What follows belongs to an exercise in optimizing a design on an open flow for a short achievable clock period and few clock cycles per item; a production flow would make more cautious choices.
Only simulation tests tie the RTL to the original design; equivalence was not proved.
Power and IR drop assume default switching activity.

**design/flow/design.v**
```verilog
module tda_regfile (
    input  wire        clk,
    input  wire [4:0]  rn_sel,
    output wire [63:0] rn_data,
    input  wire [4:0]  rm_sel,
    output wire [63:0] rm_data,
    input  wire [4:0]  st_sel,
    output wire [63:0] st_data,
    input  wire [4:0]  host_sel,
    output wire [63:0] host_data,
    input  wire        we,
    input  wire [4:0]  wsel,
    input  wire        w64,
    input  wire [63:0] wdata
);
    reg [63:0] regs [0:31];
    assign rn_data   = regs[rn_sel];
    assign rm_data   = regs[rm_sel];
    assign st_data   = regs[st_sel];
    assign host_data = regs[host_sel];
    always @(posedge clk) begin
        if (we)
            regs[wsel] <= w64 ? wdata : {32'd0, wdata[31:0]};
    end
endmodule
module tda_decoder (
    input  wire [31:0] ir,
    output wire [4:0]  rn_sel,
    output wire [4:0]  rm_sel,
    input  wire [63:0] rn_data,
    input  wire [63:0] rm_data,
    output reg         decode_fail,
    output reg  [1:0]  alu_op,       
    output reg  [2:0]  mem_op,       
    output reg         wb_op,        
    output reg         mem_to_reg,
    output reg         fp_op,
    output reg  [63:0] op_a,
    output reg  [63:0] op_b,
    output wire [4:0]  dest_sel,
    output reg         dest_w64
);
    localparam ALU_NONE = 2'd0, ALU_ADD = 2'd1, ALU_SUB = 2'd2;
    localparam MEM_NONE = 3'd0, MEM_R32 = 3'd1, MEM_R64 = 3'd2,
               MEM_W32  = 3'd3, MEM_W64 = 3'd4;
    wire [11:0] imm12  = ir[21:10];
    wire [5:0]  imm6   = ir[15:10];
    wire [1:0]  shift  = ir[23:22];
    wire [2:0]  option = ir[15:13];
    wire        s_bit  = ir[12];
    assign rn_sel   = ir[9:5];
    assign rm_sel   = ir[20:16];
    assign dest_sel = ir[4:0];
    wire is_sub_imm_x = (ir & 32'hFFC00000) == 32'hD1000000;
    wire is_add_sreg  = ((ir & 32'hFF200000) == 32'h0B000000) &&
                        (shift != 2'b11) && !imm6[5];
    wire is_ldr_ui_w  = (ir & 32'hFFC00000) == 32'hB9400000;
    wire is_ldr_ui_x  = (ir & 32'hFFC00000) == 32'hF9400000;
    wire is_ldrsw_ui  = (ir & 32'hFFC00000) == 32'hB9800000;
    wire is_str_ui_w  = (ir & 32'hFFC00000) == 32'hB9000000;
    wire is_str_ui_x  = (ir & 32'hFFC00000) == 32'hF9000000;
    wire is_ldr_rg_w  = ((ir & 32'hFFE00C00) == 32'hB8600800) && option[1];
    wire is_ldr_rg_x  = ((ir & 32'hFFE00C00) == 32'hF8600800) && option[1];
    wire [31:0] rm_w = rm_data[31:0];
    reg  [31:0] shifted;
    always @(*) begin
        case (shift)
            2'b00:   shifted = rm_w << imm6[4:0];
            2'b01:   shifted = rm_w >> imm6[4:0];
            default: shifted = $signed(rm_w) >>> imm6[4:0];
        endcase
    end
    reg [63:0] ext_off;
    always @(*) begin
        case (option)
            3'b010:  ext_off = {32'd0, rm_data[31:0]};
            3'b110:  ext_off = {{32{rm_data[31]}}, rm_data[31:0]};
            default: ext_off = rm_data;
        endcase
    end
    always @(*) begin
        decode_fail = 1'b0;
        alu_op      = ALU_NONE;
        mem_op      = MEM_NONE;
        wb_op       = 1'b0;
        mem_to_reg  = 1'b0;
        fp_op       = 1'b0;
        op_a        = rn_data;
        op_b        = 64'd0;
        dest_w64    = 1'b0;
        if (is_sub_imm_x) begin
            alu_op   = ALU_SUB;
            wb_op    = 1'b1;
            op_b     = {52'd0, imm12};
            dest_w64 = 1'b1;
        end else if (is_add_sreg) begin
            alu_op   = ALU_ADD;
            wb_op    = 1'b1;
            op_a     = {32'd0, rn_data[31:0]};
            op_b     = {32'd0, shifted};
            dest_w64 = 1'b0;
        end else if (is_ldr_ui_w) begin
            alu_op     = ALU_ADD;
            mem_op     = MEM_R32;
            wb_op      = 1'b1;
            mem_to_reg = 1'b1;
            op_b       = {50'd0, imm12, 2'b00};
            dest_w64   = 1'b0;
        end else if (is_ldr_ui_x) begin
            alu_op     = ALU_ADD;
            mem_op     = MEM_R64;
            wb_op      = 1'b1;
            mem_to_reg = 1'b1;
            op_b       = {49'd0, imm12, 3'b000};
            dest_w64   = 1'b1;
        end else if (is_ldrsw_ui) begin
            alu_op     = ALU_ADD;
            mem_op     = MEM_R32;
            wb_op      = 1'b1;
            mem_to_reg = 1'b1;
            op_b       = {50'd0, imm12, 2'b00};
            dest_w64   = 1'b1;
        end else if (is_str_ui_w) begin
            alu_op   = ALU_ADD;
            mem_op   = MEM_W32;
            op_b     = {50'd0, imm12, 2'b00};
            dest_w64 = 1'b0;
        end else if (is_str_ui_x) begin
            alu_op   = ALU_ADD;
            mem_op   = MEM_W64;
            op_b     = {49'd0, imm12, 3'b000};
            dest_w64 = 1'b1;
        end else if (is_ldr_rg_w) begin
            alu_op     = ALU_ADD;
            mem_op     = MEM_R32;
            wb_op      = 1'b1;
            mem_to_reg = 1'b1;
            op_b       = s_bit ? {ext_off[61:0], 2'b00} : ext_off;
            dest_w64   = 1'b0;
        end else if (is_ldr_rg_x) begin
            alu_op     = ALU_ADD;
            mem_op     = MEM_R64;
            wb_op      = 1'b1;
            mem_to_reg = 1'b1;
            op_b       = s_bit ? {ext_off[60:0], 3'b000} : ext_off;
            dest_w64   = 1'b1;
        end else begin
            decode_fail = 1'b1;
        end
    end
endmodule
module tda_alu (
    input  wire [63:0] a,
    input  wire [63:0] b,
    input  wire [1:0]  alu_op,
    output reg  [63:0] result,
    output reg         alu_fail
);
    localparam ALU_NONE = 2'd0, ALU_ADD = 2'd1, ALU_SUB = 2'd2;
    always @(*) begin
        alu_fail = 1'b0;
        case (alu_op)
            ALU_ADD: result = a + b;
            ALU_SUB: result = a - b;
            default: begin
                result   = 64'd0;
                alu_fail = 1'b1;
            end
        endcase
    end
endmodule
module tda_core (
    input  wire        clk,
    input  wire        rst,           
    input  wire        start,
    input  wire [63:0] start_pc,
    input  wire        finished,
    input  wire        host_we,
    input  wire [4:0]  host_sel,
    input  wire [63:0] host_wdata,
    output wire [63:0] host_rdata,
    output wire        mem_valid,
    output wire        mem_we,
    output wire [15:3] mem_addr,
    output wire [7:0]  mem_be,
    output wire [63:0] mem_wdata,
    input  wire        mem_ready,
    input  wire [63:0] mem_rdata,
    output wire [2:0]  status,
    output wire [63:0] pc,
    output wire [31:0] ir,
    output wire [63:0] fault_addr
);
    localparam ST_IDLE      = 3'd0,
               ST_RUNNING   = 3'd1,
               ST_FINISHED  = 3'd2,
               ST_FAIL_DEC  = 3'd3,
               ST_FAIL_EXEC = 3'd4,
               ST_FAIL_ADDR = 3'd5;
    localparam S_HALT = 3'd0, S_FETCH = 3'd1, S_DECODE = 3'd2,
               S_EXECUTE = 3'd3, S_MEMORY = 3'd4, S_WB = 3'd5;
    localparam MEM_NONE = 3'd0, MEM_R32 = 3'd1, MEM_R64 = 3'd2,
               MEM_W32  = 3'd3, MEM_W64 = 3'd4;
    reg [2:0]  state;
    reg [2:0]  status_q;
    reg [63:0] pc_q;
    reg [31:0] ir_q;
    reg [63:0] fault_addr_q;
    reg [1:0]  alu_op_q;
    reg [2:0]  mem_op_q;
    reg        wb_op_q;
    reg        mem_to_reg_q;
    reg        fp_op_q;
    reg [63:0] a_q;
    reg [63:0] b_q;
    reg [4:0]  dest_sel_q;
    reg        dest_w64_q;
    reg [63:0] alu_result_q;
    reg [63:0] mdr_q;
    wire [4:0]  rn_sel, rm_sel;
    wire [63:0] rn_data, rm_data, st_data;
    wire        rf_we;
    wire [4:0]  rf_wsel;
    wire        rf_w64;
    wire [63:0] rf_wdata;
    tda_regfile u_regfile (
        .clk       (clk),
        .rn_sel    (rn_sel),
        .rn_data   (rn_data),
        .rm_sel    (rm_sel),
        .rm_data   (rm_data),
        .st_sel    (dest_sel_q),
        .st_data   (st_data),
        .host_sel  (host_sel),
        .host_data (host_rdata),
        .we        (rf_we),
        .wsel      (rf_wsel),
        .w64       (rf_w64),
        .wdata     (rf_wdata)
    );
    wire        dec_fail;
    wire [1:0]  dec_alu_op;
    wire [2:0]  dec_mem_op;
    wire        dec_wb_op;
    wire        dec_mem_to_reg;
    wire        dec_fp_op;
    wire [63:0] dec_a, dec_b;
    wire [4:0]  dec_dest_sel;
    wire        dec_dest_w64;
    tda_decoder u_decoder (
        .ir          (ir_q),
        .rn_sel      (rn_sel),
        .rm_sel      (rm_sel),
        .rn_data     (rn_data),
        .rm_data     (rm_data),
        .decode_fail (dec_fail),
        .alu_op      (dec_alu_op),
        .mem_op      (dec_mem_op),
        .wb_op       (dec_wb_op),
        .mem_to_reg  (dec_mem_to_reg),
        .fp_op       (dec_fp_op),
        .op_a        (dec_a),
        .op_b        (dec_b),
        .dest_sel    (dec_dest_sel),
        .dest_w64    (dec_dest_w64)
    );
    wire [63:0] alu_result;
    wire        alu_fail;
    tda_alu u_alu (
        .a        (a_q),
        .b        (b_q),
        .alu_op   (alu_op_q),
        .result   (alu_result),
        .alu_fail (alu_fail)
    );
    wire fetch_ok = (pc_q[1:0] == 2'b00) && (pc_q[63:16] == 48'd0);
    wire mem_is_64   = (mem_op_q == MEM_R64) || (mem_op_q == MEM_W64);
    wire mem_is_wr   = (mem_op_q == MEM_W32) || (mem_op_q == MEM_W64);
    wire mem_aligned = mem_is_64 ? (alu_result_q[2:0] == 3'b000)
                                 : (alu_result_q[1:0] == 2'b00);
    wire mem_ok      = mem_aligned && (alu_result_q[63:16] == 48'd0);
    wire fetch_req = (state == S_FETCH) && fetch_ok;
    wire data_req  = (state == S_MEMORY) && mem_ok;
    assign mem_valid = fetch_req || data_req;
    assign mem_we    = data_req && mem_is_wr;
    assign mem_addr  = (state == S_MEMORY) ? alu_result_q[15:3] : pc_q[15:3];
    assign mem_be    = (mem_op_q == MEM_W32) ? (alu_result_q[2] ? 8'hF0 : 8'h0F)
                                             : 8'hFF;
    assign mem_wdata = (mem_op_q == MEM_W64) ? st_data
                                             : {st_data[31:0], st_data[31:0]};
    wire [31:0] rd_word = alu_result_q[2] ? mem_rdata[63:32] : mem_rdata[31:0];
    wire [63:0] load_val = (mem_op_q == MEM_R64) ? mem_rdata
                                                 : {{32{rd_word[31]}}, rd_word};
    wire halted = (state == S_HALT);
    assign rf_we    = halted ? host_we : ((state == S_WB) && wb_op_q);
    assign rf_wsel  = halted ? host_sel : dest_sel_q;
    assign rf_w64   = halted ? 1'b1 : dest_w64_q;
    assign rf_wdata = halted ? host_wdata
                             : (mem_to_reg_q ? mdr_q : alu_result_q);
    always @(posedge clk) begin
        if (rst) begin
            state    <= S_HALT;
            status_q <= ST_IDLE;
        end else begin
            case (state)
                S_HALT: begin
                    if (start) begin
                        pc_q     <= start_pc;
                        status_q <= ST_RUNNING;
                        state    <= S_FETCH;
                    end
                end
                S_FETCH: begin
                    if (finished) begin
                        status_q <= ST_FINISHED;
                        state    <= S_HALT;
                    end else if (!fetch_ok) begin
                        status_q     <= ST_FAIL_ADDR;
                        fault_addr_q <= pc_q;
                        state        <= S_HALT;
                    end else if (mem_ready) begin
                        ir_q  <= pc_q[2] ? mem_rdata[63:32] : mem_rdata[31:0];
                        state <= S_DECODE;
                    end
                end
                S_DECODE: begin
                    if (dec_fail) begin
                        status_q <= ST_FAIL_DEC;
                        state    <= S_HALT;
                    end else begin
                        alu_op_q     <= dec_alu_op;
                        mem_op_q     <= dec_mem_op;
                        wb_op_q      <= dec_wb_op;
                        mem_to_reg_q <= dec_mem_to_reg;
                        fp_op_q      <= dec_fp_op;
                        a_q          <= dec_a;
                        b_q          <= dec_b;
                        dest_sel_q   <= dec_dest_sel;
                        dest_w64_q   <= dec_dest_w64;
                        state        <= S_EXECUTE;
                    end
                end
                S_EXECUTE: begin
                    if (fp_op_q || alu_fail) begin
                        status_q <= ST_FAIL_EXEC;
                        state    <= S_HALT;
                    end else begin
                        alu_result_q <= alu_result;
                        state        <= (mem_op_q == MEM_NONE) ? S_WB : S_MEMORY;
                    end
                end
                S_MEMORY: begin
                    if (!mem_ok) begin
                        status_q     <= ST_FAIL_ADDR;
                        fault_addr_q <= alu_result_q;
                        state        <= S_HALT;
                    end else if (mem_ready) begin
                        if (!mem_is_wr)
                            mdr_q <= load_val;
                        state <= S_WB;
                    end
                end
                S_WB: begin
                    pc_q  <= pc_q + 64'd4;
                    state <= S_FETCH;
                end
                default: begin
                    state <= S_HALT;
                end
            endcase
        end
    end
    assign status     = status_q;
    assign pc         = pc_q;
    assign ir         = ir_q;
    assign fault_addr = fault_addr_q;
endmodule
```
**design/flow/run.sh**
```bash
#!/bin/bash
# synth_recipe.tcl (not shown) runs the flow's synth.tcl, then flattens the netlist and writes it again
# the make line also repeats each setting of config.mk as NAME=value (left out here)
make -C /OpenROAD-flow-scripts/flow DESIGN_CONFIG=/design/flow/config.mk WORK_HOME=/design/flow/orfs CLKGATE_MAP_FILE= SYNTH_SCRIPT=/design/flow/synth_recipe.tcl finish
```
**design/flow/config.mk**
```make
export PLATFORM = sky130hd
export DESIGN_NAME = tda_core
export DESIGN_NICKNAME = tda_core
export VERILOG_FILES = /design/flow/design.v
export SDC_FILE = /design/flow/constraint.sdc
export NUM_CORES = 4
export LEC_CHECK = 0
export CAP_MARGIN = 20
export CORE_MARGIN = 2
export CORE_UTILIZATION = 25
export PLACE_DENSITY = 0.45
export SLEW_MARGIN = 20
```
**design/flow/constraint.sdc**
```tcl
create_clock -name core_clock -period 7.0 [get_ports {clk}]
set_input_delay 1.4000 -clock core_clock [delete_from_list [all_inputs] [get_ports {clk}]]
set_output_delay 1.4000 -clock core_clock [all_outputs]
set_load 0.01 [all_outputs]
```
==> results.toml <==
[outcome]
outcome = "finished clean"

[synthesis]
synth_compound_area_share_pct = 4.82
mappedNetlistNets = 9508
yosysWarnings = 4
synthXorXnorAreaFrac_pct = 0.976
ys_seq_area_share_pct = 47.6
yosys-top-cells-count = "2,477 x edfxtp_1, 2,408 x mux4_2, 534 x clkbuf_1, 435 x nor2_1, 428 x mux2i_1"
synth_edf_count = 2477
syn_area_um2 = 157000
netlist_instances = 9238
netlist.area_leader.share_pct = 47.4
synth_flop_cell = "edfxtp_1"
ys_top_cells_by_area = "edfxtp_1 47%, mux4_2 35%, mux2i_1 2.7%"
synth_seq_cells = 2498
async_flop_share_pct = 0
yosysUniqueCellTypes = 107
synth_top_family_by_area = "multiplexers"
syn_avg_cell_area_um2 = 17.0
synthMuxAreaShare_pct = 39.6
synth.most_common_cell = "edfxtp_1"
yosysTopAreaCell = "edfxtp_1"
synth_fa_ha_area_share_pct = 0.538
synthSimpleGateAreaFrac_pct = 3.87

[timing]
fmax_mhz = 147
finalHoldViolCount = 0
post-route-period-util_pct = 97.2
skew_ns = 0.0582
setup_viol = 0
slew-limit-headroom_pct = 13.2
tightestPinTransition_ns = 1.30
rsz0062_at_grt = "no"
tns_ns = 0
slew_violations = 0
finalCriticalPeriod_ns = 6.80

[floorplanning]
die_area_um2 = 635000
rows = 291
pin_count = 517
core_um2 = 627000
fp.dieW_um = 797
start_util_pct = 25.1
die_h_um = 797

[clocking]
ctsResizeCount = 0
cts_inserted_buffers = 309
cts-hold-fix-buffers = 0
cts.htree.levels = 5
root_buffer = "clkbuf_16"
cts.sinks = 2498
ctsLongestPathBuffers = 4
worstSkewPairLatency_ns = 1.02
postCtsSetupBuffers = 0
cts_tree = "yes"
path_clk_slew_ns = 0.06

[grt]
grt_overflow = 0
grt_pass1_vias = 108000
grt_pass1_wl_mm = 1020
track_usage_pct = 23.6
grt_max_degree = 136
antenna_found_initial = 126

[drt]
routed_wl_mm = 773
viasPerCell = 6.05
dr.pass1.iters = 9
ant_nets = 0
drtIter0Drc = 17300
drc = 0
wl_per_cell_um = 42.2
vias = 111000

[critical_path]
critical_path_arrival_ns = 5.40
cp-start-kind = "flip-flop"
setup.worst_path.class = "reg2out"
worst_ep_required_time_ns = 5.60
cp_max_fo = 19
critPathCaptureType = "output port"

[layout]
layout.nets = 9924
fill_cells = 61500
seq_area_um2 = 74900
final_core_util_pct = 29.5
syn2layout_area_growth_pct = 17.9
multi_input_area_um2 = 79000
drive_gt1_share_pct = 38.9

[flow_run]
cap_violations = 0

[pwr]
power.leakage_nw = 57.9
switching_power_w = 0.00868
intPower_w = 0.0273
p_per_area_nw_per_um2 = 194
pwr-share-seq_pct = 46.8
pwr-share-clk_pct = 46.4
sw_frac_of_total_pct = 24.1
ir_drop_uv = 171
power_frac_comb_pct = 6.8

[place]
gp_congestion = 0.915
hpwl_mm = 504
port_buffers = 516

[min_path]
hold_path.class = "reg2reg"
[placed cells by master, fill, tap and decap left out, types with 51 or more instances in the layout]
cell and instances:
a21o_1 81, a21oi_1 221, a221oi_1 65, a22oi_1 119
buf_12 132, buf_4 336, clkbuf_1 51, clkbuf_16 312
clkdlybuf4s50_1 511, clkinv_2 67, diode_2 53, edfxtp_1 2477
ha_1 65, mux2_2 294, mux2i_1 407, mux4_2 2408
nand2_1 352, nand3_1 122, nor2_1 395, o21ai_0 210
o22ai_1 53, xnor2_1 108, xor2_1 67
[per-layer routing]
metal  share of wire, %  GRT usage (%)  wire [um]  up-vias
met1                 39           31.4     305000    59900
met3                 11           6.51      85200     1450
met4                5.0           9.97      38500       42
met5              0.037              0        285        -
met2                 45           36.1     344000     8303
li1                   -              -          -    41100
[worst paths after layout]
path	from	endpoint	slack, ns	cells after the start
max reg2reg	b_q[0]	alu_result_q[58]	0.78	23
min reg2reg	status_q[1]	status_q[1]	0.48	2
min	status_q[1]	status_q[1]	0.48	2
max	flip-flop	mem_wdata[46]	0.20	9
[kinds of logic after synthesis]
logic type               count (synthesis)
buffers and inverters                  939
multiplexers                          3144
AO/OA/AOI/OAI                         1127
XOR/XNOR                               175
adder cells (fa/ha/maj)                 67
AND/OR/NAND/NOR                       1288
flip-flops                            2498
[critical path, cell delays in order, from the launching register on]
cell and delay [ns]:
dfxtp_4 0.77, buf_12 0.29, buf_4 0.43, buf_4 0.28, mux4_2 0.55, mux4_2 0.47
mux2i_1 0.33, buf_4 0.25, a21oi_1 0.08, clkdlybuf4s50_1 0.85
[power groups by stage]
| stage | Combinational (W) | Sequential (W) | Clock, W |
|---|---|---|---|
| after floorplan | 0.00111 | 0.0171 | 0 |
| after global placement | 0.00245 | 0.0171 | 0 |
| after detailed placement | 0.00247 | 0.0171 | 0 |
| after CTS | 0.00247 | 0.0168 | 0.0170 |
| after global routing | 0.00255 | 0.0168 | 0.0175 |
| final | 0.00246 | 0.0168 | 0.0167 |
[final cells by class]
class                   count  area share (%)
flip-flops and latches   2498            40.4
diodes                     53          0.0716
clock buffers             363            4.32
inverters                  57           0.118
well taps                8350            5.64
multi-input cells        5801            42.6
clock inverters           198            1.18
repair buffers            987            5.62
[metrics by stage]
step	cell area [um2]	hold slack, ns	instances	power, W	setup slack (ns)
2_1_floorplan	157000	0.476	9238	0.0182	0.191
3_3_place_gp	175000	0.468	17700	0.0196	0.455
3_5_place_dp	175000	0.481	17700	0.0196	0.730
4_1_cts	185000	0.487	18300	0.0362	0.114
5_1_grt	185000	0.519	18300	0.0368	0.0598
6_report	185000	0.478	18300	0.0360	0.198
[flip-flops by register name, indices dropped and copies added, names as in the netlist, 3 cells and up, named ones only]
signal          flops
mem_op_q            3
dest_sel_q          5
state               3
mdr_q              64
status_q            3
b_q                64
a_q                64
u_regfile.regs   2048
fault_addr_q       64
alu_result_q       64
ir_q               32
pc_q               64
Testbench counts, summed over its fixed seeds: cycles 108,090, instrs 22,841.

[static timing again, ports no longer ideal]
The results above use ideal ports. As a check the final layout listed here was re-extracted and re-timed, cells and wires unchanged.
Step 1 assumes that a clkbuf_16 drives the clock port and a buf_2 every other input.
Step 2 adds t to the input delays and takes it off the output delays; t is the mean of the earliest and latest rising clock arrival at the registers after step 1. Input paths then give back, and output paths get back, about the clock's delay inside the block.
Slacks: ideal ports / drivers / drivers and shift; pairs: ideal ports / drivers.
t (ns): 1.107
setup slack, ns: 0.198 / 0.076 / 0.780
hold slack, ns: 0.478 / 0.478 / 0.478
worst register clock-pin slew, ns: 0.07 / 0.07
worst slew at a driven data input, ns: 0.44
After both steps this run still meets setup and hold. The setup slack of this run moves by -0.122 ns with the drivers and by +0.582 ns with both steps.
